What follows belongs to an exercise in optimizing a design on an open flow for small area, a short achievable clock period and few clock cycles per item; a production flow would make more cautious choices.
Where RTL was checked, it was by simulation tests only, not by an equivalence proof against the original.
Power and IR drop assume default switching activity.

## wordcodec
module wordcodec (
    input  wire        clk,
    input  wire        rst,         
    input  wire        reg_we,
    input  wire [5:0]  reg_addr,
    input  wire [31:0] reg_wdata,
    output reg  [31:0] reg_rdata,
    output wire        mem_req,
    output wire        mem_we,
    output wire [31:0] mem_addr,
    output wire [7:0]  mem_wdata,
    input  wire        mem_ready,
    input  wire [7:0]  mem_rdata,
    input  wire        mem_err
);
For scale: roughly 1700 flip-flops, roughly 78000 µm² of cells after synthesis.
Settings: LEC_CHECK=0, CAP_MARGIN=20, CORE_MARGIN=2, CORE_UTILIZATION=60, CTS_CLUSTER_DIAMETER=80, CTS_CLUSTER_SIZE=25, PLACE_DENSITY=0.75, SETUP_SLACK_MARGIN=5, SLEW_MARGIN=20; clock period 12.0 ns.
run.sh (not shown) runs the stock make flow with config.mk's settings and CLKGATE_MAP_FILE= SYNTH_SCRIPT=/design/flow/synth_recipe.tcl, a recipe that flattens the netlist after the stock synthesis.
The starting point completed without violations.
Testbench counts at the start, summed over its fixed seeds: cycles 73,658, bytes 33,832.
Change:
Settings changed: PLACE_DENSITY 0.75 to default, PLACE_DENSITY_LB_ADDON from default to 0.2.
The new run finished clean.
Clock-buffer cell count climbs by 4.
Maximum frequency increases by 0.47%.
Cell area grows by 0.38%.
Synthesized cell count does not change.
Wire length goes down by 4.3%.
Flip-flop and latch count stays the same.
Worst setup slack improves by 0.033 ns.
Die area is unchanged.


Another version of the RTL of wordcodec (not shown whole).
Size: about 5,700 cells after synthesis, ~1,700 flip-flops, roughly 130 I/O pins, roughly 78,000 um^2 of cells after synthesis.
Settings: LEC_CHECK=0, CAP_MARGIN=20, CORE_MARGIN=2, CORE_UTILIZATION=60, CTS_CLUSTER_DIAMETER=80, CTS_CLUSTER_SIZE=25, SLEW_MARGIN=20; clock period 12.0 ns.
standard.sh (not shown) runs the stock make flow with config.mk's settings and CLKGATE_MAP_FILE= SYNTH_SCRIPT=/design/flow/synth_recipe.tcl, a recipe that flattens the netlist after the stock synthesis.
==> flow/flow/run.sh <==
#!/bin/bash
set -euo pipefail
bash standard.sh SETUP_SLACK_MARGIN=6 finish > standard_flow.log 2>&1
Then changed:
==> flow/run.sh (new file) <==
#!/bin/bash
# synth_recipe.tcl (not shown) runs the flow's synth.tcl, then flattens the netlist and writes it again
# the make line also repeats each setting of config.mk as NAME=value (left out here)
make -C /OpenROAD-flow-scripts/flow DESIGN_CONFIG=/design/flow/config.mk WORK_HOME=/design/flow/orfs CLKGATE_MAP_FILE= SYNTH_SCRIPT=/design/flow/synth_recipe.tcl finish
- SETUP_SLACK_MARGIN: unset -> 5
removed: flow/flow/run.sh
removed: flow/standard.sh
=> The changed run completed without violations; design area decreases by 2.7%; wire length decreases by about 4.5%; worst setup slack loses 110 ps; maximum frequency went down by 1.5%; cell count drops by 1.5%.
No run of this note included a check of the RTL's function; only the layout flow was run.


Setup of run 1:
RTL: one of the versions met above, not the one the previous note started from.
For scale: about 5700 cells after synthesis, ~1700 flip-flops, roughly 130 I/O pins.
## wordcodec
module wordcodec (
    input  wire        clk,
    input  wire        rst,         
    input  wire        reg_we,
    input  wire [5:0]  reg_addr,
    input  wire [31:0] reg_wdata,
    output reg  [31:0] reg_rdata,
    output wire        mem_req,
    output wire        mem_we,
    output wire [31:0] mem_addr,
    output wire [7:0]  mem_wdata,
    input  wire        mem_ready,
    input  wire [7:0]  mem_rdata,
    input  wire        mem_err
);
Settings: LEC_CHECK=0, CAP_MARGIN=20, CORE_MARGIN=2, CORE_UTILIZATION=60, CTS_BUF_LIST=sky130_fd_sc_hd__clkbuf_8, CTS_CLUSTER_DIAMETER=60, CTS_CLUSTER_SIZE=18, SETUP_SLACK_MARGIN=5, SLEW_MARGIN=20; clock period 12.0 ns.
run.sh (not shown) runs the stock make flow with config.mk's settings and CLKGATE_MAP_FILE= SYNTH_SCRIPT=/design/flow/synth_recipe.tcl, a recipe that flattens the netlist after the stock synthesis.
Stock flow here: none of the scripts above is used.
Testbench counts of run 1, summed over its fixed seeds: cycles 73,658, bytes 33,832.
Inputs modified between run 1 and run 2:
Settings: CORE_UTILIZATION now 55, was 60; CTS_CLUSTER_DIAMETER now 80, was 60; CTS_BUF_LIST no longer set, was sky130_fd_sc_hd__clkbuf_8; CTS_CLUSTER_SIZE now 25, was 18.
==> comparison <==
- Run 2 went all the way through synthesis, placement and routing and the layout is clean on timing, DRC and antenna.
- Run 2 reports a lower core utilization than run 1 does.
- Changes observed in run 2 relative to run 1: final setup slack of the worst path lost 0.020 ns, slew at the pin with the worst max-slew slack picked up an extra 0.044 ns.
- NOTE: standard-cell row count in run 2 exceeds that of run 1
- Summary: summed area of non-filler cells in the final layout, run 2 worse than run 1
- Total of clock buffers placed in the layout in run 2 vs run 1: down 31
- As far as post-CTS clock slew at the launch and capture registers of the worst setup and hold paths is concerned, run 2 and run 1 perform about the same.
- Diff run 1 -> run 2: detailed-route via count moved down; largest voltage drop on the vdd net moved up; wire length level; number of flops mapped to enable cells by yosys level.
### run 2 -> run 3
Settings: swapping 55 for 60 in CORE_UTILIZATION; swapping 25 for 30 in CTS_CLUSTER_SIZE.
Results
Run 3: vertical die dimension is 16 um lower than what run 2 reported.
Against run 2, run 3 reports a global-route wire length before repair that is higher.
Between run 3 and run 2, the worst hold slack does not differ in any meaningful way.
Edits applied to the flow inputs when going from run 3 to run 4:
Settings: CORE_UTILIZATION: 60 -> 65; CTS_CLUSTER_SIZE: 30 -> 22; CTS_CLUSTER_DIAMETER: 80 -> 70.
--- outcome ---
Looking at TritonCTS buffer count, run 4 sits above run 3. Die extent in x shrinks by a few percent when moving from run 3 to run 4. Sequential share of layout area, run 4 and run 3: lower on run 4. Core utilization ends up higher on run 4. Looking at number of buffers and inverters on the critical path, run 4 sits 1 lower than run 3 does. Total power of run 4 is higher than that of run 3. Run 4 vs. run 3: setup slack of the critical path after layout moved down, count of clock-buffer cells in the layout higher.

## re-timing with driven ports
Ports are ideal in the flow. The routed layouts listed here were re-timed in OpenROAD.
Step 1, drivers: a clkbuf_16 drives clk and a buf_2 each remaining input, both assumed.
Step 2 also shifts input and output timing later by t, the mid clock arrival at the registers, as if the neighbouring blocks saw the same clock.
a / b / c = ideal ports / drivers / drivers and shift; a / b = the first two.
run | t, ns | slack for setup (ns) | hold WS [ns] | worst register clock-pin slew, ns | cell pins on the clock port's net
the first run of note 1 | 0.829 | 4.872 / 4.848 / 4.332 | 0.409 / 0.409 / 0.409 | 0.11 / 0.11 | 1
the second run of note 1 | 0.822 | 4.905 / 4.857 / 4.505 | 0.414 / 0.414 / 0.414 | 0.11 / 0.11 | 1
the first run of note 2 | 0.849 | 4.940 / 4.863 / 4.863 | 0.385 / 0.385 / 0.385 | 0.11 / 0.11 | 1
the second run of note 2 | 0.824 | 4.833 / 4.768 / 4.450 | 0.404 / 0.404 / 0.404 | 0.11 / 0.11 | 1
run 1 | 1.012 | 4.853 / 4.777 / 4.112 | 0.421 / 0.421 / 0.421 | 0.12 / 0.12 | 1
run 2 | 0.837 | 4.833 / 4.752 / 4.398 | 0.415 / 0.415 / 0.415 | 0.11 / 0.11 | 1
run 3 | 0.828 | 4.981 / 4.903 / 4.332 | 0.414 / 0.414 / 0.414 | 0.12 / 0.12 | 1
run 4 | 0.827 | 4.969 / 4.899 / 4.332 | 0.403 / 0.403 / 0.403 | 0.10 / 0.10 | 1
After both steps setup and hold are still met in every run listed. The setup slack of run 1, which loses most, moves by -0.076 ns with the drivers and by -0.741 ns with both steps.
